This design comes from an exercise in tuning for small area and a short achievable clock period on the open sky130 flow, not from production work. The RTL was checked by simulation tests, not by an equivalence proof against the original design. No activity file was given, so power comes from the tool's default toggle rates.

## flow/design.v (module list and top-level ports; edited modules follow where they fit)
// module fsk_rx: 897 lines
module fsk_rx (
    input  wire        clk,
    input  wire        rst,           
    input  wire        in_valid,
    input  wire [15:0] in_i,
    input  wire [15:0] in_q,
    output reg         db_valid,
    output wire [7:0]  db_level,
    output wire [31:0] db_maxsq,
    output reg         hit_valid,
    output reg         byte_valid,
    output wire [7:0]  byte_data,
    output reg         byte_first,
    output reg         byte_last
);
  // ...
==> flow/run.sh <==
#!/bin/bash
# synth_recipe.tcl (not shown) runs the flow's synth.tcl, then flattens the netlist and writes it again
# the make line also repeats each setting of config.mk as NAME=value (left out here)
make -C /OpenROAD-flow-scripts/flow DESIGN_CONFIG=/design/flow/config.mk WORK_HOME=/design/flow/orfs CLKGATE_MAP_FILE= SYNTH_SCRIPT=/design/flow/synth_recipe.tcl finish
==> flow/config.mk <==
export PLATFORM = sky130hd
export DESIGN_NAME = fsk_rx
export DESIGN_NICKNAME = fsk_rx
export VERILOG_FILES = /design/flow/design.v
export SDC_FILE = /design/flow/constraint.sdc
export NUM_CORES = 4
export LEC_CHECK = 0
export CAP_MARGIN = 20
export CORE_MARGIN = 2
export CORE_UTILIZATION = 40
export SLEW_MARGIN = 20
==> flow/constraint.sdc <==
create_clock -name core_clock -period 12.0 [get_ports {clk}]
set_input_delay 2.4000 -clock core_clock [delete_from_list [all_inputs] [get_ports {clk}]]
set_output_delay 2.4000 -clock core_clock [all_outputs]
set_load 0.01 [all_outputs]
==> results.py, run 1 <==
metrics = {
    "layout": {
        "nets": 3672,
        "seq_share_pct": 29.5,
        "drive_gt1_share_pct": 5.56,
        "diodes": 0,
        "multi_input_area_share_pct": 54.2,
    },
    "die": {
        "coreArea_um2": 75600,
    },
    "power_and_ir_drop": {
        "clk-power_uw": 1700,
        "vdd_drop_max_uv": 138,
        "seq_power_share_pct": 26.9,
        "powerComb_uw": 4030,
        "power.group.top": "combinational cells",
        "p_clk_share_pct": 21.7,
    },
    "synth": {
        "synth_xor_area_share_pct": 3.02,
        "yosysTopAreaCell": "dfxtp_1",
        "synth-compound-area-share_pct": 13.9,
        "ys_ff_latch": 435,
        "async_reset_ff_share_pct": 0,
    },
    "placed_design": {
        "dpl.hpwl_mm": 59.9,
    },
    "timing": {
        "slew_viol_final": 0,
        "finClkSkew_ns": 0.0469,
        "finalSetupTns_ns": 0,
        "setup_viol": 0,
        "maxSlewHeadroom_pct": 35.0,
    },
    "routing": {
        "first_pass_iters": 6,
        "wl_met3_mm": 5.63,
    },
    "clocking": {
        "cts_setup_buffers": 0,
        "clockBufferDepth": 3,
        "h-tree-depth": 2,
        "clk_pin_slew_worst_paths_ns": 0.06,
        "numCtsBuffers": 51,
        "cts_root_buffer": "clkbuf_16",
    },
    "critical_path": {
        "critPathTopFamily": "buffers and inverters",
        "critical_path_peak_fanout": 8,
        "rr_endpoint": "acc[21]$_DFF_P_",
        "worstPathArrival_ns": 1.80,
        "path_cells": "clkdlybuf4s50_1",
        "ff2ff_path_depth": 13,
    },
    "outcome": {
        "outcome": "timing/DRC/antenna clean",
    },
    "global_routing": {
        "grt_pass1_vias": 22800,
        "use_met2_pct": 32.3,
        "met3_usage_pct": 3.84,
        "grt_max_degree": 54,
    },
    "flow_run": {
        "cap_violations": 0,
    },
}
==> run 2: changes to the inputs <==
--- a/flow/design.v
+++ b/flow/design.v
@@ -834,64 +834,69 @@
     always @(posedge clk) begin
         ps     <= xs_s;
         pc     <= xs_c;
         acc    <= ({{4{acc[21]}}, acc[21:4]} & {22{acc_en}}) + ps + pc;
         acc_nz <= (acc[3:0] != 4'd0) | (acc_nz & ~st[2]);
     end
     wire bit_valid = st[5];
     wire bit_val   = ~acc[21] & ((acc != 22'd0) | acc_nz);
-    reg [31:0] win;
+    function [5:0] sync_next(input [4:0] q, input b);
+        begin
+            sync_next = (q[4] ? (q[3] ? (q[2] ? (q[1] ? (q[0] ? (b ? 6'd32 : 6'd1) : (b ? 6'd2 : 6'd31)) : (q[0] ? (b ? 6'd2 : 6'd30) : (b ? 6'd0 : 6'd29))) : (q[1] ? (q[0] ? (b ? 6'd28 : 6'd4) : (b ? 6'd27 : 6'd1)) : (q[0] ? (b ? 6'd26 : 6'd1) : (b ? 6'd3 : 6'd25)))) : (q[2] ? (q[1] ? (q[0] ? (b ? 6'd24 : 6'd1) : (b ? 6'd2 : 6'd23)) : (q[0] ? (b ? 6'd2 : 6'd22) : (b ? 6'd3 : 6'd21))) : (q[1] ? (q[0] ? (b ? 6'd20 : 6'd1) : (b ? 6'd5 : 6'd19)) : (q[0] ? (b ? 6'd0 : 6'd18) : (b ? 6'd17 : 6'd1))))) : (q[3] ? (q[2] ? (q[1] ? (q[0] ? (b ? 6'd16 : 6'd1) : (b ? 6'd0 : 6'd15)) : (q[0] ? (b ? 6'd14 : 6'd1) : (b ? 6'd13 : 6'd1))) : (q[1] ? (q[0] ? (b ? 6'd12 : 6'd4) : (b ? 6'd11 : 6'd6)) : (q[0] ? (b ? 6'd10 : 6'd1) : (b ? 6'd0 : 6'd9)))) : (q[2] ? (q[1] ? (q[0] ? (b ? 6'd8 : 6'd1) : (b ? 6'd7 : 6'd1)) : (q[0] ? (b ? 6'd3 : 6'd6) : (b ? 6'd5 : 6'd1))) : (q[1] ? (q[0] ? (b ? 6'd0 : 6'd4) : (b ? 6'd3 : 6'd1)) : (q[0] ? (b ? 6'd2 : 6'd1) : (b ? 6'd0 : 6'd1))))));
+        end
+    endfunction
+    reg [7:0]  shreg;
     reg [11:0] cnt;
     reg        in_hdr, in_pay;
-    wire [31:0] win_next = {bit_val, win[31:1]};
-    wire        sync_hit = (cnt[4:0] == 5'd0) && (win_next == SYNC_WORD);
-    wire        byte_end = (cnt[2:0] == 3'd0);
-    wire        cnt_zero = (cnt == 12'd0);
-    assign byte_data = win[31:24];
+    wire [7:0] byte_now = {bit_val, shreg[7:1]};
+    wire [5:0] q_next   = sync_next(cnt[4:0], bit_val);
+    wire       byte_end = (cnt[2:0] == 3'd0);
+    wire       cnt_zero = (cnt == 12'd0);
+    assign byte_data = shreg;
     always @(posedge clk) begin
         if (bit_valid)
-            win <= win_next;
+            shreg <= byte_now;
     end
     always @(posedge clk) begin
         if (rst) begin
             in_hdr     <= 1'b0;
             in_pay     <= 1'b0;
-            cnt        <= 12'd31;
+            cnt        <= 12'd0;
             hit_valid  <= 1'b0;
             byte_valid <= 1'b0;
             byte_first <= 1'b0;
             byte_last  <= 1'b0;
         end else begin
             hit_valid  <= 1'b0;
             byte_valid <= 1'b0;
             if (bit_valid) begin
                 if (in_hdr) begin
                     byte_valid <= byte_end;
                     byte_first <= (cnt[3:0] == 4'd8);
                     byte_last  <= 1'b0;
                     if (cnt_zero) begin
-                        cnt    <= {win_next[31:24] + 9'd2, 3'b111};
+                        cnt    <= {byte_now + 9'd2, 3'b111};
                         in_hdr <= 1'b0;
                         in_pay <= 1'b1;
                     end else
                         cnt <= cnt - 12'd1;
                 end else if (in_pay) begin
                     byte_valid <= byte_end;
                     byte_first <= 1'b0;
                     byte_last  <= cnt_zero;
                     if (cnt_zero) begin
-                        cnt    <= 12'd31;
+                        cnt    <= 12'd0;
                         in_pay <= 1'b0;
                     end else
                         cnt <= cnt - 12'd1;
                 end else begin
-                    if (sync_hit) begin
+                    if (q_next[5]) begin
                         hit_valid <= 1'b1;
                         in_hdr    <= 1'b1;
                         cnt       <= 12'd15;
-                    end else if (cnt[4:0] != 5'd0)
-                        cnt <= cnt - 12'd1;
+                    end else
+                        cnt       <= {7'd0, q_next[4:0]};
                 end
             end
         end
     end
 endmodule
==> flow/flow/run.sh (new file) <==
#!/bin/bash
# The standard layout, with the port buffers made from buf_2 cells.
set -euo pipefail
bash standard.sh "BUFFER_PORTS_ARGS=-buffer_cell sky130_fd_sc_hd__buf_2" finish > standard.log 2>&1
==> flow/standard.sh (new file) <==
#!/bin/bash
# synth_recipe.tcl (not shown) runs the flow's synth.tcl, then flattens the netlist and writes it again
# the make line also repeats each setting of config.mk as NAME=value (left out here)
make -C /OpenROAD-flow-scripts/flow DESIGN_CONFIG=/design/flow/config.mk WORK_HOME=/design/flow/orfs CLKGATE_MAP_FILE= SYNTH_SCRIPT=/design/flow/synth_recipe.tcl "${@:-finish}"
removed: flow/run.sh
==> results.py, run 2 <==
metrics = {
    "clocking": {
        "cts_root_buffer": "clkbuf_16",
        "postCtsHoldBufs": 0,
        "numClockSinks": 412,
        "clk_pin_slew_worst_paths_ns": 0.06,
        "cts_setup_buffers": 0,
        "cts_tree": "done",
        "clk_latency_ns": 0.59,
        "ctsResizeCount": 0,
        "h-tree-depth": 2,
        "clockBufferDepth": 3,
        "numCtsBuffers": 48,
    },
    "layout": {
        "area_delta_synth_final_pct": 9.51,
        "final_area_um2": 32800,
        "drive_gt1_share_pct": 7.88,
        "mostFrequentLayoutCell": "inv_1",
        "layout_common_cells": "inv_1, dfxtp_1, nand2_1",
        "top_regs": "curmax: 32 flops, thr: 32 flops, xmax: 32 flops",
        "fin_util_pct": 44.1,
        "nets": 3727,
    },
    "global_routing": {
        "grt_remaining_overflow": 0,
        "use_met2_pct": 33.0,
        "grt_max_degree": 58,
        "grt_antenna_before_repair": 0,
        "grtUsageMet1_pct": 31.3,
        "grtUsageTotal_pct": 21.8,
        "top_usage_layer": "met2",
        "met3_usage_pct": 3.89,
        "grt_pass1_vias": 22300,
        "grt_pass1_wl_mm": 132,
    },
    "power_and_ir_drop": {
        "switching_share_pct": 40.3,
        "p_leak_uw": 0.0140,
        "p_clk_share_pct": 19.6,
        "power.switching_uw": 3070,
        "vdd_drop_max_uv": 150,
        "p_per_area_nw_per_um2": 232,
        "seq_power_share_pct": 26.7,
        "finalPower_uw": 7610,
        "internal_power_uw": 4540,
        "combPwrFrac_pct": 53.7,
    },
    "synth": {
        "yosysSeqAreaShare_pct": 31.1,
        "synth.avg_cell_area_um2": 9.27,
        "synth_area_leaders": "dfxtp_1, fa_1, edfxtp_1, ha_1, inv_1",
        "yosysTopAreaCell": "dfxtp_1",
        "synth_most_common_cell": "inv_1",
        "async_reset_ff_share_pct": 0,
        "ys_ff_latch": 412,
        "ys_warn_count": 1,
        "synthTopCellsByCount": "inv_1, dfxtp_1, nand2_1, fa_1, nor2_1",
        "netlist_area_um2": 29900,
        "synthFlopType": "dfxtp_1",
        "syn-num-nets": 3745,
        "synth_top_area_share_pct": 20.6,
        "syn_inst": 3226,
        "synth.distinct_cells": 82,
        "synth_edf_count": 104,
    },
    "routing": {
        "drtAntennaViolNets": 0,
        "via_count": 23100,
        "routed_wl_mm": 85.0,
        "detail_route.iter0.violations": 2514,
        "route.detailed.drc": 0,
        "viasPerCell": 5.48,
        "first_pass_iters": 6,
        "routedWlPerCell_um": 20.2,
    },
    "outcome": {
        "outcome": "timing/DRC/antenna clean",
    },
    "critical_path": {
        "startpoint_type": "register",
        "critical_path_peak_fanout": 19,
        "crit_type": "register to register",
        "worstPathArrival_ns": 4.55,
        "cp-end-kind": "register",
        "crit_required_ns": 12.47,
    },
    "die": {
        "ios": 88,
        "dieWidth_um": 277,
        "die_area_um2": 77000,
        "coreArea_um2": 74200,
        "chipHeight_um": 277,
        "rows": 100,
        "start_util_pct": 40.3,
    },
    "timing": {
        "finalHoldViolCount": 0,
        "tightest_slew_ns": 1.06,
        "min_period_ns": 4.08,
        "maxSlewHeadroom_pct": 29.2,
        "finClkSkew_ns": 0.0170,
        "worst_slack_ns": 7.92,
        "setup_viol": 0,
        "finalSetupTns_ns": 0,
        "slew_viol_final": 0,
        "fin_crit_sh_pct": 34.0,
        "rsz0062_at_grt": "false",
        "fmax_mhz": 245,
    },
    "placed_design": {
        "dpl_worst_slack_ns": 7.90,
        "port-buffer-count": 87,
        "placed_area_um2": 31100,
        "globalplace.congestion": 0.987,
        "dpl.hpwl_mm": 63.1,
    },
    "flow_run": {
        "cap_violations": 0,
    },
    "min_path": {
        "hold_class": "register to register",
    },
}
[run 2: cell count changes in the layout (fill, tap and decap cells not counted), moves of 17 or more]
cell | previous run | this run
nor3_1 | 31 | 50
o21ai_0 | 123 | 155
nor2_1 | 199 | 218
buf_2 | 1 | 87
edfxtp_1 | 127 | 104
clkdlybuf4s50_1 | 86 | 0
a21oi_1 | 181 | 198
[run 2: path summary, 6_finish.rpt]
kind | from | to | slack [ns] | depth (start not counted)
worst min register to register | last1$_DFF_P_ | buf_done2$_DFF_P_ | 0.41 | 2
worst min-delay path | last1$_DFF_P_ | buf_done2$_DFF_P_ | 0.41 | 2
worst max register to register | st[1]$_SDFF_PP0_ | acc[20]$_DFF_P_ | 7.92 | 12
worst max-delay path | st[1]$_SDFF_PP0_ | acc[20]$_DFF_P_ | 7.92 | 12
[run 2: cell type report]
cell class                      count  area (µm²)
Timing Repair Buffer              123         706
Fill cell                        7268       41400
Multi-Input combinational cell   2264       18600
Antenna cell                        1        2.50
Sequential cell                   412        9290
Clock buffer                       69        1350
Inverter                          359        1350
Clock inverter                     20         279
Tap cell                          969        1210
[run 2: worst max-delay path, cell delays in order (launching register included)]
cell	delay, ns
dfxtp_1	0.78
nor2b_1	0.13
fa_1	0.47
ha_1	0.31
a211oi_1	0.28
o21ai_0	0.14
a31oi_1	0.31
nor2_1	0.11
o32a_1	0.41
a221o_1	0.39
a211oi_1	0.32
a21oi_1	0.14
xor2_1	0.16
[run 2: cells by family after synthesis]
kind of cell               synth area share [%]
muxes                                      1.50
buffers and inverters                      7.04
AOI/OAI and AO/OA                          14.3
adders and majority gates                  27.5
DFF                                        31.1
and+or+nand+nor                            15.0
xor gates and xnor gates                   3.57
[run 2: per-stage QoR]
step           hold WS [ns]  std cells
6_report              0.414       4217
5_1_grt               0.433       4216
4_1_cts               0.412       4216
3_5_place_dp          0.412       4127
3_3_place_gp          0.407       4127
2_1_floorplan         0.385       3226
[run 2: power groups by stage]
| stage | Sequential, µW | Combinational [µW] | Clock, µW |
|---|---|---|---|
| 3_3_place_gp | 2050 | 4050 | 0 |
| 3_5_place_dp | 2060 | 4090 | 0 |
| 6_report | 2030 | 4090 | 1490 |
| 2_1_floorplan | 1960 | 3110 | 0 |
| 4_1_cts | 2030 | 4110 | 1530 |
| 5_1_grt | 2060 | 4690 | 1590 |
[run 2: per-layer routing]
metal	vias to the layer above	part of all wire, %
li1	10900	-
met1	11100	46
met2	942	43
met3	198	7.7
met4	0	3.4
met5	-	0
==> run 3: changes to the inputs <==
--- a/flow/config.mk
+++ b/flow/config.mk
@@ -9,3 +9,4 @@
 export CORE_MARGIN = 2
 export CORE_UTILIZATION = 40
+export CTS_BUF_LIST = sky130_fd_sc_hd__clkbuf_4 sky130_fd_sc_hd__clkbuf_8
 export SLEW_MARGIN = 20
==> results.py, run 3 <==
metrics = {
    "placed_design": {
        "port-buffer-count": 87,
        "globalplace.congestion": 0.987,
        "dpl.hpwl_mm": 63.1,
    },
    "timing": {
        "maxSlewHeadroom_pct": 27.8,
        "rsz0062_at_grt": "false",
        "tightest_slew_ns": 1.08,
        "finalHoldViolCount": 0,
        "slew_viol_final": 0,
        "finClkSkew_ns": 0.0358,
        "fin_crit_sh_pct": 34.2,
        "fmax_mhz": 244,
        "min_period_ns": 4.10,
        "finalSetupTns_ns": 0,
        "setup_viol": 0,
    },
    "global_routing": {
        "grt_max_degree": 58,
        "use_met2_pct": 32.8,
        "grtUsageMet1_pct": 31.1,
        "grtUsageTotal_pct": 21.9,
        "grt_pass1_vias": 22600,
        "top_usage_layer": "met2",
        "met3_usage_pct": 4.47,
        "grt_pass1_wl_mm": 133,
        "grt_remaining_overflow": 0,
        "grt_antenna_before_repair": 1,
    },
    "critical_path": {
        "path_cells": "nor2b_1 > fa_1 > ha_1 > inv_1 > fa_1 > nor2b_1 > o21ai_0 > a21oi_1 > nor2_1 > o21ai_0 > a41oi_1 > o31ai_1 > o41a_1 > xor2_1",
        "slowest_delay_ns": 0.77,
        "worstPathArrival_ns": 4.68,
        "crit_type": "register to register",
        "worst_path_max_delay_cell": "dfxtp_1",
        "startpoint_type": "register",
        "critPathTopFamily": "compound AO/OA/AOI/OAI gates",
        "worstPathBufferInverterCount": 1,
        "critical_path_peak_fanout": 19,
        "cp-end-kind": "register",
        "crit_required_ns": 12.57,
    },
    "clocking": {
        "cts_setup_buffers": 0,
        "postCtsHoldBufs": 0,
        "clockBufferDepth": 3,
        "ctsResizeCount": 0,
        "numCtsBuffers": 76,
        "cts_root_buffer": "clkbuf_8",
        "clk_latency_ns": 0.65,
        "cts_tree": "done",
        "h-tree-depth": 3,
        "numClockSinks": 412,
        "clk_pin_slew_worst_paths_ns": 0.06,
    },
    "outcome": {
        "outcome": "timing/DRC/antenna clean",
    },
    "synth": {
        "yosysTopAreaCell": "dfxtp_1",
        "yosysSeqAreaShare_pct": 31.1,
        "async_reset_ff_share_pct": 0,
        "synth.distinct_cells": 82,
        "syn-num-nets": 3745,
        "ys_ff_latch": 412,
        "synth.avg_cell_area_um2": 9.27,
        "ys_warn_count": 1,
        "netlist_area_um2": 29900,
        "synth_edf_count": 104,
        "synthFlopType": "dfxtp_1",
        "synthTopCellsByCount": "inv_1, dfxtp_1, nand2_1, fa_1, nor2_1",
        "synth_most_common_cell": "inv_1",
        "syn_inst": 3226,
        "synth_top_area_share_pct": 20.6,
        "synth_area_leaders": "dfxtp_1, fa_1, edfxtp_1, ha_1, inv_1",
    },
    "layout": {
        "layout_common_cells": "inv_1, dfxtp_1, nand2_1",
        "nets": 3755,
        "fin_util_pct": 44.3,
        "top_regs": "curmax: 32 flops, thr: 32 flops, xmax: 32 flops",
        "fill_cells": 7295,
        "drive_gt1_share_pct": 9.64,
        "mostFrequentLayoutCell": "inv_1",
        "area_delta_synth_final_pct": 10.0,
    },
    "power_and_ir_drop": {
        "p_clk_share_pct": 20.1,
        "p_per_area_nw_per_um2": 232,
        "power.switching_uw": 3080,
        "switching_share_pct": 40.3,
        "vdd_drop_max_uv": 145,
        "internal_power_uw": 4570,
        "seq_power_share_pct": 26.5,
        "combPwrFrac_pct": 53.4,
        "p_leak_uw": 0.0142,
    },
    "routing": {
        "detail_route.iter0.violations": 2504,
        "first_pass_iters": 9,
        "via_count": 23300,
        "viasPerCell": 5.47,
        "routedWlPerCell_um": 20.0,
        "routed_wl_mm": 85.4,
        "drtAntennaViolNets": 0,
        "route.detailed.drc": 0,
    },
    "die": {
        "coreArea_um2": 74200,
        "chipHeight_um": 277,
        "start_util_pct": 40.3,
        "rows": 100,
        "die_area_um2": 77000,
        "ios": 88,
        "dieWidth_um": 277,
    },
    "min_path": {
        "hold_class": "register to register",
    },
    "flow_run": {
        "cap_violations": 0,
    },
}
-- run 3: routing by layer --
metal | vias to the layer above | part of all wire, %
met3 | 207 | 8.0
met4 | 0 | 3.4
li1 | 11000 | -
met2 | 1011 | 43
met5 | - | 0
met1 | 11200 | 46
-- run 3: final timing paths --
check | end | startpoint | slack [ns] | cells past startpoint
setup reg to reg | acc[19]$_DFF_P_ | st[1]$_SDFF_PP0_ | 7.90 | 14
hold / removal | buf_done2$_DFF_P_ | last1$_DFF_P_ | 0.41 | 2
setup / recovery | acc[19]$_DFF_P_ | st[1]$_SDFF_PP0_ | 7.90 | 14
hold reg to reg | buf_done2$_DFF_P_ | last1$_DFF_P_ | 0.41 | 2
-- run 3: per-stage QoR --
step,power [µW],std cells,setup WS (ns),area [µm²],hold WS [ns]
6_report,7650,4268,7.90,32900,0.414
3_5_place_dp,6140,4127,7.90,31100,0.412
5_1_grt,8390,4268,7.61,32900,0.443
4_1_cts,7720,4267,7.89,32900,0.418
3_3_place_gp,6100,4127,7.93,31100,0.407
2_1_floorplan,5070,3226,7.94,29900,0.385
-- run 3: power groups by stage --
stage          clock network [µW]  registers [µW]  logic (µW)
2_1_floorplan                   0            1960        3110
4_1_cts                      1580            2030        4110
6_report                     1530            2030        4090
5_1_grt                      1650            2060        4680
3_5_place_dp                    0            2060        4090
3_3_place_gp                    0            2050        4050
-- run 3: kinds of logic (layout without fill, tap and decap cells) --
family | after synthesis | count (layout) | share of synthesized area, %
flip-flops | 412 | 412 | 31.1
other | 0 | 1 | 0
multiplexers | 39 | 39 | 1.50
AND/OR/NAND/NOR | 937 | 937 | 15.0
XOR/XNOR | 122 | 122 | 3.57
buffers and inverters | 550 | 622 | 7.04
AO/OA/AOI/OAI | 673 | 673 | 14.3
adder cells (fa/ha/maj) | 493 | 493 | 27.5
-- run 3: tightest hold or removal path: stages (launching register included) --
cell and delay, ns:
dfxtp_1 0.30, nand2_1 0.06, nor2_1 0.03
-- run 3: final cells by class --
cell class | count | area (µm²) | share of cell area, %
multi-input combinational | 2264 | 18600 | 56.4
sequential | 412 | 9290 | 28.2
clock buffer | 116 | 1450 | 4.40
inverter | 359 | 1350 | 4.11
tap | 969 | 1210 | 3.68
timing repair buffer | 123 | 706 | 2.14
clock inverter | 24 | 337 | 1.02
antenna | 1 | 2.50 | 0.00761
==> run 4: changes to the inputs <==
==> flow/flow/run.sh (replaced) <==
#!/bin/bash
set -euo pipefail
bash standard.sh "BUFFER_PORTS_ARGS=-buffer_cell sky130_fd_sc_hd__buf_2" SETUP_SLACK_MARGIN=8.0 finish > standard.log 2>&1
--- a/flow/config.mk
+++ b/flow/config.mk
@@ -9,4 +9,3 @@
 export CORE_MARGIN = 2
 export CORE_UTILIZATION = 40
-export CTS_BUF_LIST = sky130_fd_sc_hd__clkbuf_4 sky130_fd_sc_hd__clkbuf_8
 export SLEW_MARGIN = 20
==> results.py, run 4 <==
metrics = {
    "outcome": {
        "outcome": "timing/DRC/antenna clean",
    },
    "synth": {
        "synthTopCellsByCount": "inv_1, dfxtp_1, nand2_1, fa_1, nor2_1",
        "syn-num-nets": 3745,
        "yosysTopAreaCell": "dfxtp_1",
        "synth_most_common_cell": "inv_1",
        "netlist_area_um2": 29900,
        "synth_edf_count": 104,
        "async_reset_ff_share_pct": 0,
        "ys_warn_count": 1,
        "synth_top_area_share_pct": 20.6,
        "synth_area_leaders": "dfxtp_1, fa_1, edfxtp_1, ha_1, inv_1",
        "synth.avg_cell_area_um2": 9.27,
        "syn_inst": 3226,
        "synth.distinct_cells": 82,
        "yosysSeqAreaShare_pct": 31.1,
        "synthFlopType": "dfxtp_1",
        "ys_ff_latch": 412,
    },
    "clocking": {
        "numCtsBuffers": 47,
        "cts_tree": "done",
        "clk_latency_ns": 0.59,
        "numClockSinks": 412,
        "h-tree-depth": 2,
        "cts_root_buffer": "clkbuf_16",
        "cts_setup_buffers": 0,
        "clk_pin_slew_worst_paths_ns": 0.06,
        "clockBufferDepth": 3,
        "postCtsHoldBufs": 0,
    },
    "layout": {
        "layout_common_cells": "inv_1, dfxtp_1, nand2_1",
        "area_delta_synth_final_pct": 9.93,
        "drive_gt1_share_pct": 8.26,
        "nets": 3725,
        "top_regs": "curmax: 32 flops, thr: 32 flops, xmax: 32 flops",
        "diodes": 0,
        "fin_util_pct": 44.3,
        "mostFrequentLayoutCell": "inv_1",
    },
    "timing": {
        "slew_viol_final": 0,
        "finalHoldViolCount": 0,
        "fin_crit_sh_pct": 32.3,
        "maxSlewHeadroom_pct": 29.1,
        "min_period_ns": 3.87,
        "finClkSkew_ns": 0.0312,
        "setup_viol": 0,
        "finalSetupTns_ns": 0,
        "rsz0062_at_grt": "true",
        "fmax_mhz": 258,
        "tightest_slew_ns": 1.06,
        "worst_slack_ns": 8.13,
    },
    "placed_design": {
        "dpl_worst_slack_ns": 7.85,
        "dpl.hpwl_mm": 63.1,
        "port-buffer-count": 87,
        "globalplace.congestion": 1.03,
    },
    "routing": {
        "viasPerCell": 5.48,
        "first_pass_iters": 8,
        "route.detailed.drc": 0,
        "detail_route.iter0.violations": 2612,
        "routedWlPerCell_um": 20.2,
        "drtAntennaViolNets": 0,
        "via_count": 23100,
        "routed_wl_mm": 85.3,
    },
    "critical_path": {
        "crit_type": "register to register",
        "regToRegStartpoint": "sar_bit[3]$_SDFFE_PP0P_",
        "crit_required_ns": 12.44,
        "worst_path_max_delay_cell": "or3_1",
        "cp-end-kind": "register",
        "critPathTopFamily": "simple AND/OR/NAND/NOR gates",
        "path_cells": "or2_1 > buf_4 > nand2_1 > nor2_1 > a21oi_1 > nor3b_1 > nand4_1 > or3_1 > inv_6 > a31oi_2 > o2111ai_2",
        "setup.worst_path.start": "sar_bit[3]$_SDFFE_PP0P_",
        "slowest_delay_ns": 0.62,
        "startpoint_type": "register",
        "worstPathBufferInverterCount": 2,
        "critical_path_peak_fanout": 38,
        "worstPathArrival_ns": 4.31,
    },
    "die": {
        "dieWidth_um": 277,
        "coreArea_um2": 74200,
        "rows": 100,
        "ios": 88,
        "chipHeight_um": 277,
        "die_area_um2": 77000,
        "start_util_pct": 40.3,
    },
    "global_routing": {
        "grt_max_degree": 58,
        "grtUsageTotal_pct": 22.0,
        "grt_remaining_overflow": 0,
        "grt_pass1_wl_mm": 134,
        "grt_antenna_before_repair": 2,
        "grt_pass1_vias": 22500,
    },
    "min_path": {
        "hold_class": "register to register",
        "worstHoldStart": "last1$_DFF_P_",
    },
    "power_and_ir_drop": {
        "p_leak_uw": 0.0141,
        "p_per_area_nw_per_um2": 234,
        "vdd_drop_max_uv": 176,
        "finalPower_uw": 7700,
    },
    "flow_run": {
        "cap_violations": 0,
    },
}
## run 4: cell types whose count changed in the layout (fill, tap and decap cells not counted), sizes merged
cell / before / now
buf: 123 / 121
diode: 1 / 0
o311a: 5 / 6
inv: 359 / 362
clkinvlp: 3 / 4
clkbuf: 116 / 61
bufinv: 7 / 6
## run 4: through the flow
| step | instance area (µm²) | instances | hold WS [ns] |
|---|---|---|---|
| floorplan | 29900 | 3226 | 0.385 |
| global placement | 31100 | 4125 | 0.411 |
| detailed placement | 31100 | 4125 | 0.409 |
| CTS | 32800 | 4213 | 0.426 |
| global route | 32900 | 4214 | 0.439 |
| finish | 32900 | 4214 | 0.427 |
## run 4: final timing paths
kind / end / slack (ns) / cells past startpoint
worst max-delay path: thr[20]$_DFF_P_ / 8.13 / 11
worst min-delay path: buf_done2$_DFF_P_ / 0.43 / 2
worst max register to register: thr[20]$_DFF_P_ / 8.13 / 11
worst min register to register: buf_done2$_DFF_P_ / 0.43 / 2
## run 4: worst min-delay path, stage by stage, from the launching register on
cell	delay, ns
dfxtp_1	0.30
nand2_1	0.06
nor2_1	0.03
## run 4: logic make-up after synthesis
group / count (synthesis) / synth area share, %
fa+ha+maj: 493 / 27.5
simple gates: 937 / 15.0
buf+inv: 550 / 7.04
xor+xnor: 122 / 3.57
compound gates: 673 / 14.3
flops: 412 / 31.1
mux: 39 / 1.50
## run 4: per-layer routing
layer  wire length (µm)  part of all wire, %  track usage [%]  vias to the layer above
met5                  0                    0                0                        -
met4               2570                  3.0             6.79                        0
met3               6420                  7.5             3.97                      168
met2              36700                   43             32.7                      946
met1              39600                   46             32.3                    11100
li1                   -                    -                -                    10900
## run 4: layout make-up
type | instances | area (µm²)
Multi-Input combinational cell | 2265 | 18600
Clock inverter | 27 | 322
Sequential cell | 412 | 9290
Inverter | 359 | 1350
Timing Repair Buffer | 121 | 691
Clock buffer | 61 | 1390
Fill cell | 7139 | 41300
Tap cell | 969 | 1210
## run 4: repair_timing
item                                   4_1_cts  5_1_grt
setup endpoints to repair                   32       41
gates cloned                                 0        1
endpoints found under the hold margin        0        0
gates resized for setup                      1       10
pin swaps                                    0        1
## run 4: where the power goes
part | switching [µW] | internal, µW | leakage (µW)
Sequential | 204 | 1830 | 0.00349
Clock | 592 | 950 | 0.000834
Combinational | 2290 | 1830 | 0.00976
==> run 5: changes to the inputs <==
==> flow/run.sh (new file) <==
#!/bin/bash
# synth_recipe.tcl (not shown) runs the flow's synth.tcl, then flattens the netlist and writes it again
# the make line also repeats each setting of config.mk as NAME=value (left out here)
make -C /OpenROAD-flow-scripts/flow DESIGN_CONFIG=/design/flow/config.mk WORK_HOME=/design/flow/orfs CLKGATE_MAP_FILE= SYNTH_SCRIPT=/design/flow/synth_recipe.tcl finish
removed: flow/flow/run.sh
removed: flow/standard.sh
==> results.py, run 5 <==
metrics = {
    "global_routing": {
        "grt_max_degree": 53,
        "grtUsageTotal_pct": 22.0,
        "grt_remaining_overflow": 0,
        "grt_pass1_vias": 22700,
        "grt_pass1_wl_mm": 134,
        "grt_antenna_before_repair": 1,
    },
    "layout": {
        "mostFrequentLayoutCell": "inv_1",
        "nets": 3728,
        "layout_common_cells": "inv_1, dfxtp_1, nand2_1",
        "area_delta_synth_final_pct": 10.9,
        "drive_gt1_share_pct": 5.23,
        "top_regs": "curmax: 32 flops, thr: 32 flops, xmax: 32 flops",
        "final_area_um2": 33200,
        "diodes": 0,
    },
    "min_path": {
        "worstHoldStart": "last1$_DFF_P_",
        "hold_end": "buf_done2$_DFF_P_",
        "hold_class": "register to register",
        "hold_depth": 2,
    },
    "critical_path": {
        "path_cells": "clkdlybuf4s50_1",
        "rr_endpoint": "acc[20]$_DFF_P_",
        "worstPathArrival_ns": 1.73,
        "crit_type": "register to output pin",
        "cp-end-kind": "output pin",
        "critical_path_peak_fanout": 2,
        "r2r_setup_slack_ns": 7.92,
        "slowest_delay_ns": 0.61,
        "regToRegStartpoint": "st[1]$_SDFF_PP0_",
        "crit_required_ns": 9.60,
        "critPathTopFamily": "buffers and inverters",
        "worstPathBufferInverterCount": 1,
        "startpoint_type": "register",
        "worst_path_max_delay_cell": "clkdlybuf4s50_1",
        "ff2ff_path_depth": 12,
    },
    "synth": {
        "syn_inst": 3226,
        "synth_area_leaders": "dfxtp_1, fa_1, edfxtp_1, ha_1, inv_1",
        "ys_ff_latch": 412,
        "syn-num-nets": 3745,
        "yosysTopAreaCell": "dfxtp_1",
        "synth_top_area_share_pct": 20.6,
        "synthTopCellsByCount": "inv_1, dfxtp_1, nand2_1, fa_1, nor2_1",
        "netlist_area_um2": 29900,
        "synth.avg_cell_area_um2": 9.27,
        "yosysSeqAreaShare_pct": 31.1,
        "ys_warn_count": 1,
        "synth_most_common_cell": "inv_1",
        "async_reset_ff_share_pct": 0,
        "synth.distinct_cells": 82,
        "synth_edf_count": 104,
        "synthFlopType": "dfxtp_1",
    },
    "timing": {
        "min_period_ns": 4.13,
        "finalSetupTns_ns": 0,
        "setup_viol": 0,
        "finalHoldViolCount": 0,
        "slew_viol_final": 0,
        "tightest_slew_ns": 1.16,
        "finClkSkew_ns": 0.0262,
        "fin_crit_sh_pct": 34.4,
        "rsz0062_at_grt": "false",
        "fmax_mhz": 242,
        "maxSlewHeadroom_pct": 22.7,
    },
    "die": {
        "ios": 88,
        "coreArea_um2": 74200,
        "die_area_um2": 77000,
        "start_util_pct": 40.3,
        "chipHeight_um": 277,
        "rows": 100,
        "dieWidth_um": 277,
    },
    "clocking": {
        "cts_tree": "done",
        "clk_latency_ns": 0.60,
        "clk_pin_slew_worst_paths_ns": 0.06,
        "h-tree-depth": 2,
        "cts_root_buffer": "clkbuf_16",
        "postCtsHoldBufs": 0,
        "ctsResizeCount": 0,
        "numCtsBuffers": 48,
        "numClockSinks": 412,
        "cts_setup_buffers": 0,
        "clockBufferDepth": 3,
    },
    "placed_design": {
        "dpl.hpwl_mm": 62.3,
        "globalplace.congestion": 1.05,
        "port-buffer-count": 87,
        "placed_area_um2": 31500,
    },
    "routing": {
        "route.detailed.drc": 0,
        "detail_route.iter0.violations": 2645,
        "viasPerCell": 5.49,
        "routed_wl_mm": 84.4,
        "first_pass_iters": 8,
        "via_count": 23200,
        "drtAntennaViolNets": 0,
        "routedWlPerCell_um": 20.0,
    },
    "outcome": {
        "outcome": "timing/DRC/antenna clean",
    },
    "power_and_ir_drop": {
        "vdd_drop_max_uv": 167,
        "p_per_area_nw_per_um2": 229,
        "p_leak_uw": 0.0140,
    },
    "flow_run": {
        "cap_violations": 0,
    },
}
==> run 5: changes by cell type in the layout (fill, tap and decap cells not counted), sizes merged <==
| cell | previous run | this run |
|---|---|---|
| clkdlybuf4s50 | 0 | 86 |
| buf | 121 | 38 |
| clkinv | 14 | 18 |
| clkbuf | 61 | 64 |
| bufinv | 6 | 4 |
| inv | 362 | 360 |
| clkinvlp | 4 | 3 |
| o311a | 6 | 5 |
==> run 5: power breakdown <==
group | leakage, µW | total (µW) | switching [µW] | internal (µW)
Clock | 0.000788 | 1490 | 606 | 880
Combinational | 0.00975 | 4070 | 2250 | 1820
Sequential | 0.00349 | 2030 | 196 | 1830
==> run 5: logic make-up after synthesis <==
group	after synthesis	share of synthesized area [%]
AOI/OAI and AO/OA	673	14.3
xor gates and xnor gates	122	3.57
adders and majority gates	493	27.5
buffers and inverters	550	7.04
DFF	412	31.1
muxes	39	1.50
and+or+nand+nor	937	15.0
==> run 5: how the worst max path moves through the flow <==
stage	start	endpoint	slack, ns	depth (start not counted)
2_1_floorplan	m_s[25]$_DFF_P_	curmax[0]$_DFFE_PP_	7.94	11
3_3_place_gp	st[1]$_SDFF_PP0_	acc[20]$_DFF_P_	7.95	12
3_5_place_dp	st[1]$_SDFF_PP0_	acc[20]$_DFF_P_	7.89	12
4_1_cts	xmax[13]$_DFFE_PP_	db_maxsq[13]	7.86	1
5_1_grt	st[1]$_SDFF_PP0_	acc[20]$_DFF_P_	7.59	12
6_report	xmax[13]$_DFFE_PP_	db_maxsq[13]	7.87	1
==> run 5: routing by layer <==
metal	track usage, %	vias to the layer above	routed length, µm
li1	-	10900	-
met1	31.9	11200	39300
met2	32.9	921	36200
met3	3.99	192	6240
met4	7.69	2	2750
met5	0	-	13
==> run 5: through the flow <==
step	hold WS, ns	cells	power [µW]	setup WS (ns)	utilization, %
after global placement	0.405	4128	6100	7.95	42.5
after detailed placement	0.407	4128	6130	7.89	42.5
after global routing	0.430	4218	8340	7.59	44.7
final	0.418	4218	7580	7.87	44.7
after CTS	0.420	4218	7650	7.86	44.7
after floorplan	0.385	3226	5070	7.94	-
==> run 5: layout make-up <==
cell class                 count  area (µm²)
fill                        7139       41000
clock inverter                26         283
inverter                     359        1350
tap                          969        1210
sequential                   412        9290
clock buffer                  64        1340
multi-input combinational   2264       18600
timing repair buffer         124        1140
==> run 6: changes to the inputs <==
==> flow/flow/run.sh (new file) <==
#!/bin/bash
set -euo pipefail
bash standard.sh "BUFFER_PORTS_ARGS=-buffer_cell sky130_fd_sc_hd__buf_2" SETUP_SLACK_MARGIN=8.3 finish > standard.log 2>&1
==> flow/standard.sh (new file) <==
#!/bin/bash
# synth_recipe.tcl (not shown) runs the flow's synth.tcl, then flattens the netlist and writes it again
# the make line also repeats each setting of config.mk as NAME=value (left out here)
make -C /OpenROAD-flow-scripts/flow DESIGN_CONFIG=/design/flow/config.mk WORK_HOME=/design/flow/orfs CLKGATE_MAP_FILE= SYNTH_SCRIPT=/design/flow/synth_recipe.tcl "${@:-finish}"
removed: flow/run.sh
==> results.py, run 6 <==
metrics = {
    "timing": {
        "setup_viol": 0,
        "fmax_mhz": 267,
        "rsz0062_at_grt": "true",
        "finalSetupTns_ns": 0,
        "finClkSkew_ns": 0.0245,
        "finalHoldViolCount": 0,
        "maxSlewHeadroom_pct": 25.2,
        "slew_viol_final": 0,
        "tightest_slew_ns": 1.12,
        "fin_crit_sh_pct": 31.2,
        "worst_slack_ns": 8.26,
        "min_period_ns": 3.74,
    },
    "synth": {
        "syn-num-nets": 3745,
        "netlist_area_um2": 29900,
        "yosysTopAreaCell": "dfxtp_1",
        "synthFlopType": "dfxtp_1",
        "synth_area_leaders": "dfxtp_1, fa_1, edfxtp_1, ha_1, inv_1",
        "yosysSeqAreaShare_pct": 31.1,
        "synth_edf_count": 104,
        "synthTopCellsByCount": "inv_1, dfxtp_1, nand2_1, fa_1, nor2_1",
        "syn_inst": 3226,
        "synth.avg_cell_area_um2": 9.27,
        "synth_top_area_share_pct": 20.6,
        "async_reset_ff_share_pct": 0,
        "synth.distinct_cells": 82,
        "synth_most_common_cell": "inv_1",
        "ys_warn_count": 1,
        "ys_ff_latch": 412,
    },
    "global_routing": {
        "grt_max_degree": 60,
        "grtUsageTotal_pct": 22.2,
        "grt_remaining_overflow": 0,
        "grt_pass1_vias": 22700,
        "grt_antenna_before_repair": 0,
        "grt_pass1_wl_mm": 134,
    },
    "die": {
        "die_area_um2": 77000,
        "chipHeight_um": 277,
        "start_util_pct": 40.3,
        "rows": 100,
        "dieWidth_um": 277,
        "ios": 88,
        "coreArea_um2": 74200,
    },
    "power_and_ir_drop": {
        "vdd_drop_max_uv": 168,
        "p_leak_uw": 0.0142,
        "p_per_area_nw_per_um2": 233,
    },
    "critical_path": {
        "slowest_delay_ns": 0.57,
        "startpoint_type": "register",
        "cp-end-kind": "register",
        "worst_path_max_delay_cell": "fa_1",
        "crit_type": "register to register",
        "worstPathBufferInverterCount": 3,
        "critPathTopFamily": "adder cells",
        "crit_path_frequent_cell": "o21a_1",
        "path_cells": "fa_1 > inv_2 > fa_1 > inv_1 > ha_1 > and4b_1 > o21a_1 > o21a_1 > o21a_1 > o21ai_2 > nand2b_1 > a21oi_2 > nor3_4 > buf_6 > o311a_4",
        "crit_required_ns": 12.33,
        "setup.worst_path.start": "m_t[2]$_DFF_P_",
        "critical_path_peak_fanout": 8,
        "regToRegStartpoint": "m_t[2]$_DFF_P_",
        "worstPathArrival_ns": 4.07,
    },
    "routing": {
        "routed_wl_mm": 85.8,
        "highest_layer": "met4",
        "drtAntennaViolNets": 0,
        "met1_length_mm": 39.3,
        "wl_met3_mm": 6.45,
        "detail_route.iter0.violations": 2652,
        "via_count": 23300,
        "route.detailed.drc": 0,
        "viasPerCell": 5.48,
        "first_pass_iters": 6,
        "routedWlPerCell_um": 20.2,
        "wl_met2_mm": 37.0,
    },
    "clocking": {
        "cts_root_buffer": "clkbuf_16",
        "cts_tree": "done",
        "clk_pin_slew_worst_paths_ns": 0.06,
        "h-tree-depth": 2,
        "numClockSinks": 412,
        "clockBufferDepth": 3,
        "postCtsHoldBufs": 0,
        "clk_latency_ns": 0.59,
        "numCtsBuffers": 47,
    },
    "flow_run": {
        "cap_violations": 0,
    },
    "min_path": {
        "hold_class": "register to register",
        "worstHoldStart": "last1$_DFF_P_",
    },
    "outcome": {
        "outcome": "timing/DRC/antenna clean",
    },
    "placed_design": {
        "port-buffer-count": 87,
        "dpl.hpwl_mm": 62.8,
        "globalplace.congestion": 1.01,
        "dpl_worst_slack_ns": 7.89,
    },
    "layout": {
        "area_delta_synth_final_pct": 10.6,
        "fill_cells": 7232,
        "nets": 3754,
        "fin_util_pct": 44.6,
        "top_regs": "curmax: 32 flops, thr: 32 flops, xmax: 32 flops",
        "mostFrequentLayoutCell": "inv_1",
        "drive_gt1_share_pct": 9.84,
        "layout_common_cells": "inv_1, nand2_1, dfxtp_1",
    },
}
run 6: power breakdown:
| group | total [µW] | switching, µW | internal, µW |
|---|---|---|---|
| Sequential | 2030 | 203 | 1830 |
| Combinational | 4230 | 2350 | 1880 |
| Clock | 1440 | 593 | 848 |
| Total | 7710 | 3140 | 4560 |
run 6: timing repair:
item / 4_1_cts / 5_1_grt
pin swaps: 12 / 21
endpoints found under the setup margin: 69 / 90
setup buffers: 17 / 12
gates resized for setup: 16 / 35
gates cloned: 2 / 1
run 6: path summary, 6_finish.rpt:
check,endpoint,cells past startpoint,slack [ns]
setup / recovery,curmax[15]$_DFFE_PP_,15,8.26
setup reg to reg,curmax[15]$_DFFE_PP_,15,8.26
hold reg to reg,buf_done2$_DFF_P_,2,0.41
hold / removal,buf_done2$_DFF_P_,2,0.41
run 6: tightest hold or removal path: cells and delay by family, from the launching register on:
kind / cells / cell delay, ns
flops: 1 / 0.30
simple gates: 2 / 0.08
run 6: routing by layer:
layer | GRT usage (%) | up-vias
met5 | 0 | -
met4 | 7.68 | 0
met3 | 4.13 | 218
met2 | 33.4 | 940
met1 | 31.9 | 11200
li1 | - | 10900
run 6: area by class of cell:
class                      count  area, µm²  share of cell area [%]
clock buffer                  63       1330                    4.02
inverter                     359       1350                    4.09
timing repair buffer         148        903                    2.73
antenna                        1       2.50                 0.00757
clock inverter                23        228                   0.688
sequential                   412       9320                    28.2
multi-input combinational   2267      18700                    56.6
tap                          969       1210                    3.67
run 6: logic make-up (layout without fill, tap and decap cells):
kind of cell	count (synthesis)	in the layout	synth area share (%)
AOI/OAI and AO/OA	673	676	14.3
and+or+nand+nor	937	937	15.0
adders and majority gates	493	493	27.5
DFF	412	412	31.1
buffers and inverters	550	593	7.04
other	0	1	0
xor gates and xnor gates	122	122	3.57
muxes	39	39	1.50
run 6: metrics by stage:
step	total power, µW	cells	hold WS, ns	cell area [µm²]
5_1_grt	8430	4241	0.432	33100
3_3_place_gp	6090	4123	0.411	31100
2_1_floorplan	5070	3226	0.385	29900
3_5_place_dp	6140	4123	0.412	31100
6_report	7710	4242	0.415	33100
4_1_cts	7660	4228	0.423	32900
==> run 7: changes to the inputs <==
==> flow/flow/run.sh (replaced) <==
#!/bin/bash
set -euo pipefail
bash standard.sh "BUFFER_PORTS_ARGS=-buffer_cell sky130_fd_sc_hd__buf_2" SETUP_SLACK_MARGIN=8.5 finish > standard.log 2>&1
--- a/flow/config.mk
+++ b/flow/config.mk
@@ -9,3 +9,4 @@
 export CORE_MARGIN = 2
 export CORE_UTILIZATION = 40
+export PLACE_DENSITY = 0.75
 export SLEW_MARGIN = 20
==> results.py, run 7 <==
metrics = {
    "synth": {
        "ys_ff_latch": 412,
        "synth.avg_cell_area_um2": 9.27,
        "synth_most_common_cell": "inv_1",
        "syn_inst": 3226,
        "synth.distinct_cells": 82,
        "synthTopCellsByCount": "inv_1, dfxtp_1, nand2_1, fa_1, nor2_1",
        "ys_warn_count": 1,
        "synth_edf_count": 104,
        "yosysTopAreaCell": "dfxtp_1",
        "netlist_area_um2": 29900,
        "synth_area_leaders": "dfxtp_1, fa_1, edfxtp_1, ha_1, inv_1",
        "syn-num-nets": 3745,
        "async_reset_ff_share_pct": 0,
        "synthFlopType": "dfxtp_1",
        "yosysSeqAreaShare_pct": 31.1,
        "synth_top_area_share_pct": 20.6,
    },
    "routing": {
        "met1_length_mm": 36.7,
        "wl_met3_mm": 7.51,
        "routed_wl_mm": 85.5,
        "via_count": 24300,
        "first_pass_iters": 6,
        "detail_route.iter0.violations": 2871,
        "route.detailed.drc": 0,
        "drtAntennaViolNets": 0,
        "routedWlPerCell_um": 20.0,
        "wl_met2_mm": 37.9,
        "highest_layer": "met4",
        "viasPerCell": 5.68,
    },
    "die": {
        "ios": 88,
        "die_area_um2": 77000,
        "coreArea_um2": 74200,
        "rows": 100,
        "dieWidth_um": 277,
        "chipHeight_um": 277,
        "start_util_pct": 40.3,
    },
    "placed_design": {
        "globalplace.congestion": 1.02,
        "placed_area_um2": 31100,
        "dpl.hpwl_mm": 60.4,
        "port-buffer-count": 87,
    },
    "critical_path": {
        "critPathTopFamily": "adder cells",
        "cp-end-kind": "register",
        "rr_endpoint": "curmax[15]$_DFFE_PP_",
        "crit_path_frequent_cell": "o21a_1",
        "critical_path.endpoint": "curmax[15]$_DFFE_PP_",
        "r2r_setup_slack_ns": 8.31,
        "path_cells": "fa_1 > inv_2 > fa_1 > inv_1 > ha_1 > and4b_1 > o21a_1 > o21a_1 > o21a_1 > o21ai_1 > nand2b_1 > a21oi_2 > nor3_4 > o311a_4",
        "regToRegStartpoint": "m_t[2]$_DFF_P_",
        "slowest_delay_ns": 0.57,
        "crit_type": "register to register",
        "startpoint_type": "register",
        "critical_path_peak_fanout": 8,
        "worstPathArrival_ns": 4.01,
        "setup.worst_path.start": "m_t[2]$_DFF_P_",
        "worstPathBufferInverterCount": 2,
        "cp.depth": 14,
        "crit_required_ns": 12.32,
        "ff2ff_path_depth": 14,
        "worst_path_max_delay_cell": "fa_1",
    },
    "global_routing": {
        "grt_pass1_vias": 23800,
        "grt_max_degree": 58,
        "grt_remaining_overflow": 0,
        "grt_pass1_wl_mm": 134,
        "grtUsageTotal_pct": 21.9,
        "grt_antenna_before_repair": 0,
    },
    "layout": {
        "mostFrequentLayoutCell": "inv_1",
        "diodes": 0,
        "fin_util_pct": 45.4,
        "drive_gt1_share_pct": 12.3,
        "nets": 3789,
        "layout_common_cells": "inv_1, nand2_1, fa_1",
        "top_regs": "curmax: 32 flops, thr: 32 flops, xmax: 32 flops",
        "final_area_um2": 33700,
        "area_delta_synth_final_pct": 12.7,
    },
    "timing": {
        "fin_crit_sh_pct": 30.8,
        "finalHoldViolCount": 0,
        "rsz0062_at_grt": "true",
        "finalSetupTns_ns": 0,
        "finClkSkew_ns": 0.0210,
        "min_period_ns": 3.69,
        "maxSlewHeadroom_pct": 31.8,
        "whs_ns": 0.421,
        "setup_viol": 0,
        "fmax_mhz": 271,
        "tightest_slew_ns": 1.02,
        "slew_viol_final": 0,
    },
    "power_and_ir_drop": {
        "p_leak_uw": 0.0144,
        "p_per_area_nw_per_um2": 237,
        "internal_power_uw": 4700,
        "switching_share_pct": 41.2,
        "power.switching_uw": 3290,
        "seq_power_share_pct": 25.6,
        "p_clk_share_pct": 19.0,
        "vdd_drop_max_uv": 172,
        "combPwrFrac_pct": 55.5,
    },
    "outcome": {
        "outcome": "timing/DRC/antenna clean",
    },
    "min_path": {
        "hold_class": "register to register",
        "worstHoldStart": "last1$_DFF_P_",
    },
    "clocking": {
        "numClockSinks": 412,
        "cts_tree": "done",
        "clockBufferDepth": 3,
        "h-tree-depth": 2,
        "numCtsBuffers": 47,
        "clk_latency_ns": 0.59,
        "cts_root_buffer": "clkbuf_16",
        "clk_pin_slew_worst_paths_ns": 0.06,
    },
    "flow_run": {
        "cap_violations": 0,
    },
}
run 7: worst min-delay path by stage:
stage                              endpoint  cells past startpoint  slack, ns
final                     buf_done2$_DFF_P_                      2       0.42
after global routing      buf_done2$_DFF_P_                      2       0.44
after CTS                 buf_done2$_DFF_P_                      2       0.42
after detailed placement  buf_done2$_DFF_P_                      2       0.42
after global placement    buf_done2$_DFF_P_                      2       0.40
after floorplan              m_c[0]$_DFF_P_                      0       0.38
run 7: power by group through the flow:
stage	Combinational (µW)	Clock (µW)	Sequential, µW
floorplan	3130	0	1960
global placement	3950	0	2050
detailed placement	4060	0	2060
CTS	4240	1550	2040
global route	4990	1600	2070
finish	4430	1510	2040
run 7: routing by layer:
layer  global-route usage, %  up-vias
met5                       0        -
met3                    4.38      267
met1                    30.0    11800
li1                        -    11000
met4                    8.58        0
met2                    34.1     1241
run 7: cell families after synthesis:
group,after synthesis,share of synthesized area [%]
muxes,39,1.50
DFF,412,31.1
AOI/OAI and AO/OA,673,14.3
and+or+nand+nor,937,15.0
xor gates and xnor gates,122,3.57
buffers and inverters,550,7.04
adders and majority gates,493,27.5
run 7: repair_timing:
item,CTS,global route
cloned,3,0
setup buffers,47,23
setup endpoints to repair,127,136
resized for setup,75,56
hold buffers,0,0
pin swaps,17,18
endpoints found under the hold margin,0,0
run 7: worst register-to-register path, cell delays in order, from the launching register on:
cell      delay, ns
dfxtp_2        0.32
fa_1           0.57
inv_2          0.05
fa_1           0.48
inv_1          0.05
ha_1           0.28
and4b_1        0.20
o21a_1         0.17
o21a_1         0.17
o21a_1         0.16
o21ai_1        0.11
nand2b_1       0.09
a21oi_2        0.22
nor3_4         0.10
o311a_4        0.45
run 7: metrics by stage:
stage,total power (µW),cells,worst slack (ns)
after floorplan,5090,3226,8.51
after global placement,6000,4117,8.11
after CTS,7830,4254,8.28
after global routing,8650,4277,8.14
after detailed placement,6120,4117,7.99
final,7990,4277,8.31
run 7: final cells by class:
type | count | area [µm²]
fillers | 6799 | 40500
clock buffers | 51 | 1240
flip-flops and latches | 412 | 9370
multi-input cells | 2267 | 18800
clock inverters | 36 | 390
inverters | 359 | 1350
repair buffers | 183 | 1300
well taps | 969 | 1210
==> run 8: changes to the inputs <==
--- a/flow/config.mk
+++ b/flow/config.mk
@@ -9,4 +9,3 @@
 export CORE_MARGIN = 2
 export CORE_UTILIZATION = 40
-export PLACE_DENSITY = 0.75
 export SLEW_MARGIN = 20
==> results.py, run 8 <==
metrics = {
    "outcome": {
        "outcome": "timing/DRC/antenna clean",
    },
    "power_and_ir_drop": {
        "p_clk_share_pct": 19.5,
        "vdd_drop_max_uv": 157,
        "p_leak_uw": 0.0144,
        "power.switching_uw": 3180,
        "combPwrFrac_pct": 54.6,
        "internal_power_uw": 4680,
        "seq_power_share_pct": 25.9,
        "switching_share_pct": 40.5,
        "p_per_area_nw_per_um2": 233,
    },
    "clocking": {
        "clk_pin_slew_worst_paths_ns": 0.06,
        "h-tree-depth": 2,
        "clockBufferDepth": 3,
        "postCtsHoldBufs": 0,
        "clk_latency_ns": 0.59,
        "cts_root_buffer": "clkbuf_16",
        "numClockSinks": 412,
        "cts_tree": "done",
        "numCtsBuffers": 48,
    },
    "die": {
        "die_area_um2": 77000,
        "ios": 88,
        "rows": 100,
        "coreArea_um2": 74200,
        "dieWidth_um": 277,
        "chipHeight_um": 277,
        "start_util_pct": 40.3,
    },
    "timing": {
        "tightest_slew_ns": 0.977,
        "fmax_mhz": 271,
        "finClkSkew_ns": 0.0176,
        "worst_slack_ns": 8.31,
        "maxSlewHeadroom_pct": 34.6,
        "min_period_ns": 3.69,
        "finalHoldViolCount": 0,
        "slew_viol_final": 0,
        "rsz0062_at_grt": "true",
        "finalSetupTns_ns": 0,
        "fin_crit_sh_pct": 30.7,
        "setup_viol": 0,
    },
    "synth": {
        "netlist_area_um2": 29900,
        "synth.avg_cell_area_um2": 9.27,
        "ys_ff_latch": 412,
        "syn-num-nets": 3745,
        "synth_edf_count": 104,
        "syn_inst": 3226,
        "yosysTopAreaCell": "dfxtp_1",
        "yosysSeqAreaShare_pct": 31.1,
        "async_reset_ff_share_pct": 0,
        "synthFlopType": "dfxtp_1",
        "synth_most_common_cell": "inv_1",
        "synthTopCellsByCount": "inv_1, dfxtp_1, nand2_1, fa_1, nor2_1",
        "synth_area_leaders": "dfxtp_1, fa_1, edfxtp_1, ha_1, inv_1",
        "synth.distinct_cells": 82,
        "synth_top_area_share_pct": 20.6,
        "ys_warn_count": 1,
    },
    "layout": {
        "area_delta_synth_final_pct": 12.6,
        "nets": 3784,
        "drive_gt1_share_pct": 11.6,
        "fin_util_pct": 45.4,
        "top_regs": "curmax: 32 flops, thr: 32 flops, xmax: 32 flops",
        "diodes": 0,
        "layout_common_cells": "inv_1, nand2_1, fa_1",
        "mostFrequentLayoutCell": "inv_1",
    },
    "critical_path": {
        "rr_endpoint": "curmax[0]$_DFFE_PP_",
        "worstPathBufferInverterCount": 1,
        "regToRegStartpoint": "m_s[2]$_DFF_P_",
        "slowest_delay_ns": 0.52,
        "startpoint_type": "register",
        "worstPathArrival_ns": 1.29,
        "r2r_setup_slack_ns": 8.35,
        "critPathTopFamily": "flip-flops",
        "worst_path_max_delay_cell": "edfxtp_1",
        "crit_required_ns": 9.60,
        "crit_type": "register to output pin",
        "cp-end-kind": "output pin",
        "critical_path_peak_fanout": 2,
        "path_cells": "buf_6",
        "ff2ff_path_depth": 14,
    },
    "routing": {
        "routed_wl_mm": 86.1,
        "route.detailed.drc": 0,
        "first_pass_iters": 7,
        "detail_route.iter0.violations": 2277,
        "viasPerCell": 5.55,
        "via_count": 23700,
        "drtAntennaViolNets": 0,
        "routedWlPerCell_um": 20.1,
    },
    "flow_run": {
        "cap_violations": 0,
    },
    "min_path": {
        "hold_end": "buf_done2$_DFF_P_",
        "hold_class": "register to register",
        "hold_depth": 2,
        "worstHoldStart": "last1$_DFF_P_",
    },
    "placed_design": {
        "globalplace.congestion": 1.02,
        "port-buffer-count": 87,
        "dpl.hpwl_mm": 63.0,
        "dpl_worst_slack_ns": 8.11,
    },
    "global_routing": {
        "grt_antenna_before_repair": 0,
        "grt_max_degree": 58,
        "grt_pass1_wl_mm": 134,
        "grt_pass1_vias": 22800,
        "grt_remaining_overflow": 0,
        "grtUsageTotal_pct": 22.1,
    },
}
## run 8: cell counts after synthesis
No cell type changed its count.
## run 8: routing by layer
| metal | routed length [µm] | GRT usage (%) | vias to the layer above | share of wire [%] |
|---|---|---|---|---|
| met3 | 6390 | 3.13 | 212 | 7.4 |
| met1 | 39200 | 32.1 | 11500 | 46 |
| met2 | 37000 | 33.1 | 1016 | 43 |
| met4 | 3460 | 8.86 | 0 | 4.0 |
| li1 | - | - | 11000 | - |
| met5 | 0 | 0 | - | 0 |
## run 8: cells by family (layout without fill, tap and decap cells)
family	Yosys count	count (layout)	synth area share (%)
DFF	412	412	31.1
xor gates and xnor gates	122	122	3.57
AOI/OAI and AO/OA	673	676	14.3
muxes	39	39	1.50
and+or+nand+nor	937	937	15.0
buffers and inverters	550	625	7.04
adders and majority gates	493	493	27.5
## run 8: cell type report
type	instances	area (µm²)
fillers	7126	40500
repair buffers	177	1280
flip-flops and latches	412	9360
clock inverters	29	309
well taps	969	1210
inverters	359	1350
multi-input cells	2267	18800
clock buffers	60	1370
## run 8: power by group through the flow
stage	clock [µW]	combinational, µW	sequential [µW]
after floorplan	0	3130	1960
after global placement	0	4050	2060
after detailed placement	0	4100	2060
after CTS	1570	4190	2030
after global routing	1630	4890	2060
final	1530	4290	2030
## run 8: repair_timing
item,4_1_cts,5_1_grt
gates resized for setup,72,50
pin swaps,15,21
hold endpoints to repair,0,0
endpoints found under the setup margin,108,142
cloned,3,0
setup buffers,42,17
## run 8: metrics by stage
| step | instance area [µm²] | cells | total power (µW) | hold slack (ns) |
|---|---|---|---|---|
| 6_report | 33700 | 4273 | 7860 | 0.435 |
| 3_5_place_dp | 31100 | 4122 | 6150 | 0.421 |
| 4_1_cts | 33400 | 4256 | 7800 | 0.438 |
| 5_1_grt | 33700 | 4273 | 8580 | 0.453 |
| 2_1_floorplan | 29900 | 3226 | 5090 | 0.385 |
| 3_3_place_gp | 31100 | 4122 | 6110 | 0.405 |
## run 8: worst max path at each step
stage	start	end	cells past startpoint
final	xmax[28]$_DFFE_PP_	db_maxsq[28]	1
after global routing	m_s[2]$_DFF_P_	curmax[11]$_DFFE_PP_	14
after CTS	m_s[2]$_DFF_P_	curmax[28]$_DFFE_PP_	14
after detailed placement	m_s[2]$_DFF_P_	curmax[29]$_DFFE_PP_	12
after global placement	na[4]$_DFF_P_	pc[4]$_DFF_P_	8
after floorplan	m_s[2]$_DFF_P_	curmax[0]$_DFFE_PP_	14

port drivers added, routing unchanged:
Ports are ideal in the flow. The routed layouts listed here were re-timed in OpenROAD.
Step 1: set_driving_cell puts a clkbuf_16 on clk and a buf_2 on each other input, an assumption about the parent block.
Step 2 moves the port delays by t, midway between the first and last clock arrival at a register: inputs arrive t later, outputs are due t later. That takes back most of the time a late clock gives input paths.
a / b / c = no drivers / after step 1 / after step 2; a / b = the first two.
run | t (ns) | setup slack, ns | hold slack, ns | latest minus earliest clock arrival (ns) | slew at the worst register clock pin (ns)
run 1 | 0.684 | 7.801 / 7.737 / 8.079 | 0.414 / 0.414 / 0.414 | 0.055 / 0.055 | 0.07 / 0.07
run 2 | 0.648 | 7.920 / 7.920 / 7.920 | 0.414 / 0.414 / 0.414 | 0.025 / 0.024 | 0.07 / 0.07
run 3 | 0.689 | 7.897 / 7.897 / 7.897 | 0.414 / 0.414 / 0.414 | 0.039 / 0.040 | 0.07 / 0.07
run 4 | 0.645 | 8.129 / 8.129 / 8.129 | 0.427 / 0.427 / 0.427 | 0.034 / 0.034 | 0.06 / 0.06
run 5 | 0.654 | 7.866 / 7.802 / 7.921 | 0.418 / 0.418 / 0.418 | 0.036 / 0.036 | 0.07 / 0.07
run 6 | 0.643 | 8.260 / 8.243 / 8.260 | 0.415 / 0.415 / 0.415 | 0.035 / 0.035 | 0.07 / 0.07
run 7 | 0.651 | 8.306 / 8.251 / 8.157 | 0.421 / 0.421 / 0.421 | 0.030 / 0.029 | 0.07 / 0.07
run 8 | 0.645 | 8.313 / 8.251 / 8.164 | 0.435 / 0.435 / 0.435 | 0.020 / 0.020 | 0.06 / 0.06
After both steps every run listed still meets setup and hold.
